This is an optimization exercise on Yosys and OpenROAD, whose aim is small area, a short achievable clock period and few clock cycles, not a production implementation.
In this exercise RTL edits were held to simulation tests only and were not proved equivalent to the original.
Power and IR drop assume default switching activity.

## the baseline
// mml_voice
module mml_voice (
    input  wire        clk,
    input  wire        rst,         
    input  wire        in_valid,
    input  wire [7:0]  in_byte,
    input  wire        in_last,     
    output reg         in_ready,
    output reg         out_valid,
    input  wire        out_ready,
    output reg  [1:0]  out_kind,    
    output reg  [18:0] out_freq,    
    output reg  [28:0] out_dur,     
    output reg  [1:0]  out_fill,    
    output reg  [3:0]  out_vol,     
    output reg  [2:0]  out_err,     
    output reg         out_fg       
);
Settings: LEC_CHECK=0, CAP_MARGIN=20, CORE_MARGIN=2, CORE_UTILIZATION=40, SETUP_SLACK_MARGIN=5, SLEW_MARGIN=20; clock period 10.0 ns.
run.sh (not shown) runs the stock make flow with config.mk's settings and CLKGATE_MAP_FILE= SYNTH_SCRIPT=/design/flow/synth_recipe.tcl, a recipe that flattens the netlist after the stock synthesis.
Testbench counts of the baseline, summed over its fixed seeds: cycles 18,967.
> inputs changed (the baseline -> the candidate)
--- a/flow/design.v
+++ b/flow/design.v
@@ -49,36 +49,38 @@
   reg [1:0]  speed;
   reg [3:0]  vol;
   reg        fg;
   reg [27:0] q240;        
   reg [28:0] q360;        
   reg [3:0]  cmd;
   reg        str_done;    
   reg        fresh;       
   reg [3:0]  semi;        
   reg [15:0] num;
   reg        have_num;
+  reg        have_len;    
   reg        dotted;
   reg        divt;        
   reg        divl;        
   reg [4:0]  dcnt;
   reg        endq;        
   reg [2:0]  errc;        
   wire       lower    = (b_byte >= 8'h61 && b_byte <= 8'h7a);
   wire [7:0] fb       = {b_byte[7:6], b_byte[5] & !lower, b_byte[4:0]};
   wire       is_digit = (b_byte >= 8'h30 && b_byte <= 8'h39);
   wire       is_sharp = (b_byte == 8'h23 || b_byte == 8'h2b);
   wire       is_flat  = (b_byte == 8'h2d);
   wire       is_dot   = (b_byte == 8'h2e);
-  wire [19:0] num_next_w = {num, 3'b000} + {num, 1'b0} + b_byte[3:0];
-  wire [15:0] num_next   = (num_next_w[19:16] != 4'd0) ? 16'hffff : num_next_w[15:0];
+  wire [15:0] num_x10d = {num[12:0], 3'b000} + {num[14:0], 1'b0} + {12'd0, b_byte[3:0]};
+  wire        num_sat  = (num > 16'd6553) || (num == 16'd6553 && b_byte[3:0] > 4'd5);
+  wire [15:0] num_next = num_sat ? 16'hffff : num_x10d;
   wire [2:0]  cur_oct = eff_valid ? eff : oct;
   reg cont;
   always @(*) begin
     case (cmd)
       U_L, U_T, U_O, U_V: cont = is_digit;
       U_N, U_P:           cont = !dotted && (is_digit || is_dot);
       U_NOTE:             cont = (fresh && (is_sharp || is_flat)) ||
                                  (!dotted && (is_digit || is_dot));
       U_M:                cont = 1'b1;
       default:            cont = 1'b0;
     endcase
@@ -104,26 +106,25 @@
       end
       any4 = any3[0] | any3[1];
       two4 = two3[0] | two3[1] | (any3[0] & any3[1]);
       pow2_k[4] = any4 & !two4;
       pow2_k[0] = x[1] | x[3] | x[5] | x[7] | x[9] | x[11] | x[13] | x[15];
       pow2_k[1] = x[2] | x[3] | x[6] | x[7] | x[10] | x[11] | x[14] | x[15];
       pow2_k[2] = x[4] | x[5] | x[6] | x[7] | x[12] | x[13] | x[14] | x[15];
       pow2_k[3] = |x[15:8];
     end
   endfunction
   wire [4:0]  num_pk   = pow2_k(num);
-  wire        use_num  = have_num && (cmd != U_N);
-  wire [15:0] len_sel  = use_num ? num : len_n;
-  wire        len_pow2 = use_num ? num_pk[4]   : len_p2_n;
-  wire [3:0]  len_k    = use_num ? num_pk[3:0] : len_k_n;
+  wire [15:0] len_sel  = have_len ? num : len_n;
+  wire        len_pow2 = have_len ? num_pk[4]   : len_p2_n;
+  wire [3:0]  len_k    = have_len ? num_pk[3:0] : len_k_n;
   wire [28:0] q_sel     = dotted ? q360 : {1'b0, q240};
   wire [28:0] dur_shift = q_sel >> len_k;
   wire [6:0]  u_note = cur_oct * 7'd12 + {3'd0, semi};
   wire [6:0]  u_sel  = (cmd == U_N) ? num[6:0] : u_note;
   wire [18:0] rom_freq;
   mml_freq_rom u_rom (.u(u_sel), .freq_chz(rom_freq));
   wire        is_rest = (cmd == U_P) || (cmd == U_N && num == 16'd0);
   function [3:0] base_semi1(input [7:0] l);
     case (l)
       8'h43: base_semi1 = 4'd1;    
       8'h44: base_semi1 = 4'd3;    
@@ -346,22 +347,23 @@
       end
     end
     if (go_skip) begin
       cmd      <= b_last ? U_NOP : U_SKIP;
       str_done <= 1'b0;
     end
     if (cmd == U_SKIP && consume && b_last) cmd <= U_NOP;
     if (start) begin
       str_done <= b_last;
       num      <= 16'd0;
       have_num <= 1'b0;
+      have_len <= 1'b0;
       dotted   <= 1'b0;
       fresh    <= 1'b0;
       case (fb)
         8'h3b: cmd <= U_NOP;
         8'h3e: cmd <= U_GT;
         8'h3c: cmd <= U_LT;
         8'h4c: cmd <= U_L;
         8'h54: cmd <= U_T;
         8'h4f: cmd <= U_O;
         8'h56: cmd <= U_V;
         8'h4e: cmd <= U_N;
@@ -385,22 +387,23 @@
         case (fb)
           8'h4e: begin speed <= 2'd0; cmd <= U_NOP; end
           8'h4c: begin speed <= 2'd1; cmd <= U_NOP; end
           8'h53: begin speed <= 2'd2; cmd <= U_NOP; end
           8'h46: begin fg    <= 1'b1; cmd <= U_NOP; end
           8'h42: begin fg    <= 1'b0; cmd <= U_NOP; end
           default: begin cmd <= U_ERR; errc <= E_BAD_M; end
         endcase
       end else if (is_digit) begin
         num      <= num_next;
         have_num <= 1'b1;
+        have_len <= (cmd != U_N);
       end else if (is_dot) begin
         dotted <= 1'b1;
       end else begin
         if ((is_flat && (semi == 4'd1 || semi == 4'd6)) ||
             (is_sharp && (semi == 4'd5 || semi == 4'd12))) begin
           cmd  <= U_ERR;
           errc <= E_BAD_ACC;
         end else begin
           semi <= is_flat ? semi - 4'd1 : semi + 4'd1;
         end
       end
Notes after the runs:
Across the baseline and the candidate, the outcome is the same: a clean finish for every run. More vias were needed by the baseline than by the candidate. Number of multi-input logic gates ends up lower on the candidate. The candidate ends up with a growth of design area from synthesis to finish that is 0.69 points higher than in the baseline. Between the baseline and the candidate, the setup slack does not differ in any meaningful way. The initial standard-cell utilization of the core reported for the candidate is smaller than that of the baseline by 0.17 points. Pin count of the biggest net entering global routing: the candidate lower than the baseline. Diff the baseline -> the candidate | net count of the mapped netlist | decrease of 39. Comparing average cell area after synthesis for the baseline and the candidate, the bigger number came from the candidate. The compound-gate portion of the synthesized area on the baseline is in line with that on the candidate. Compared with the baseline, the candidate shows a lower routed length per instance. Of the baseline and the candidate, the lower sequential cell power belongs to the baseline. | final worst clock skew | the candidate vs the baseline | 0.012 ns higher |.
Testbench counts of the candidate, summed over its fixed seeds: cycles 18,967.

separate check: timing with driven ports:
How much do the figures lean on ideal ports? The routed layouts below were timed once more, with nothing changed but the port constraints. Step 1 sets driving cells, clkbuf_16 on the clock port and buf_2 on the other inputs (assumed; they add their load-dependent delay and slew). Step 2, shift: input delay + t, output delay - t, t = (earliest + latest rising clock arrival at the registers) / 2. This alone moves slack from input paths to output paths. Slacks: no drivers / after step 1 / after step 2; pairs: no drivers / after step 1.
run	t, ns	setup slack, ns	worst setup path after step 2	worst register clock-pin slew, ns
the baseline	0.611	5.257 / 5.257 / 4.809	input to register	0.07 / 0.07
the candidate	0.620	5.259 / 5.259 / 4.688	input to register	0.07 / 0.07
After both steps setup and hold are still met in every run listed. For the candidate, which loses most, drivers alone change the setup slack by 0.000 ns; drivers and shift together by -0.571 ns.
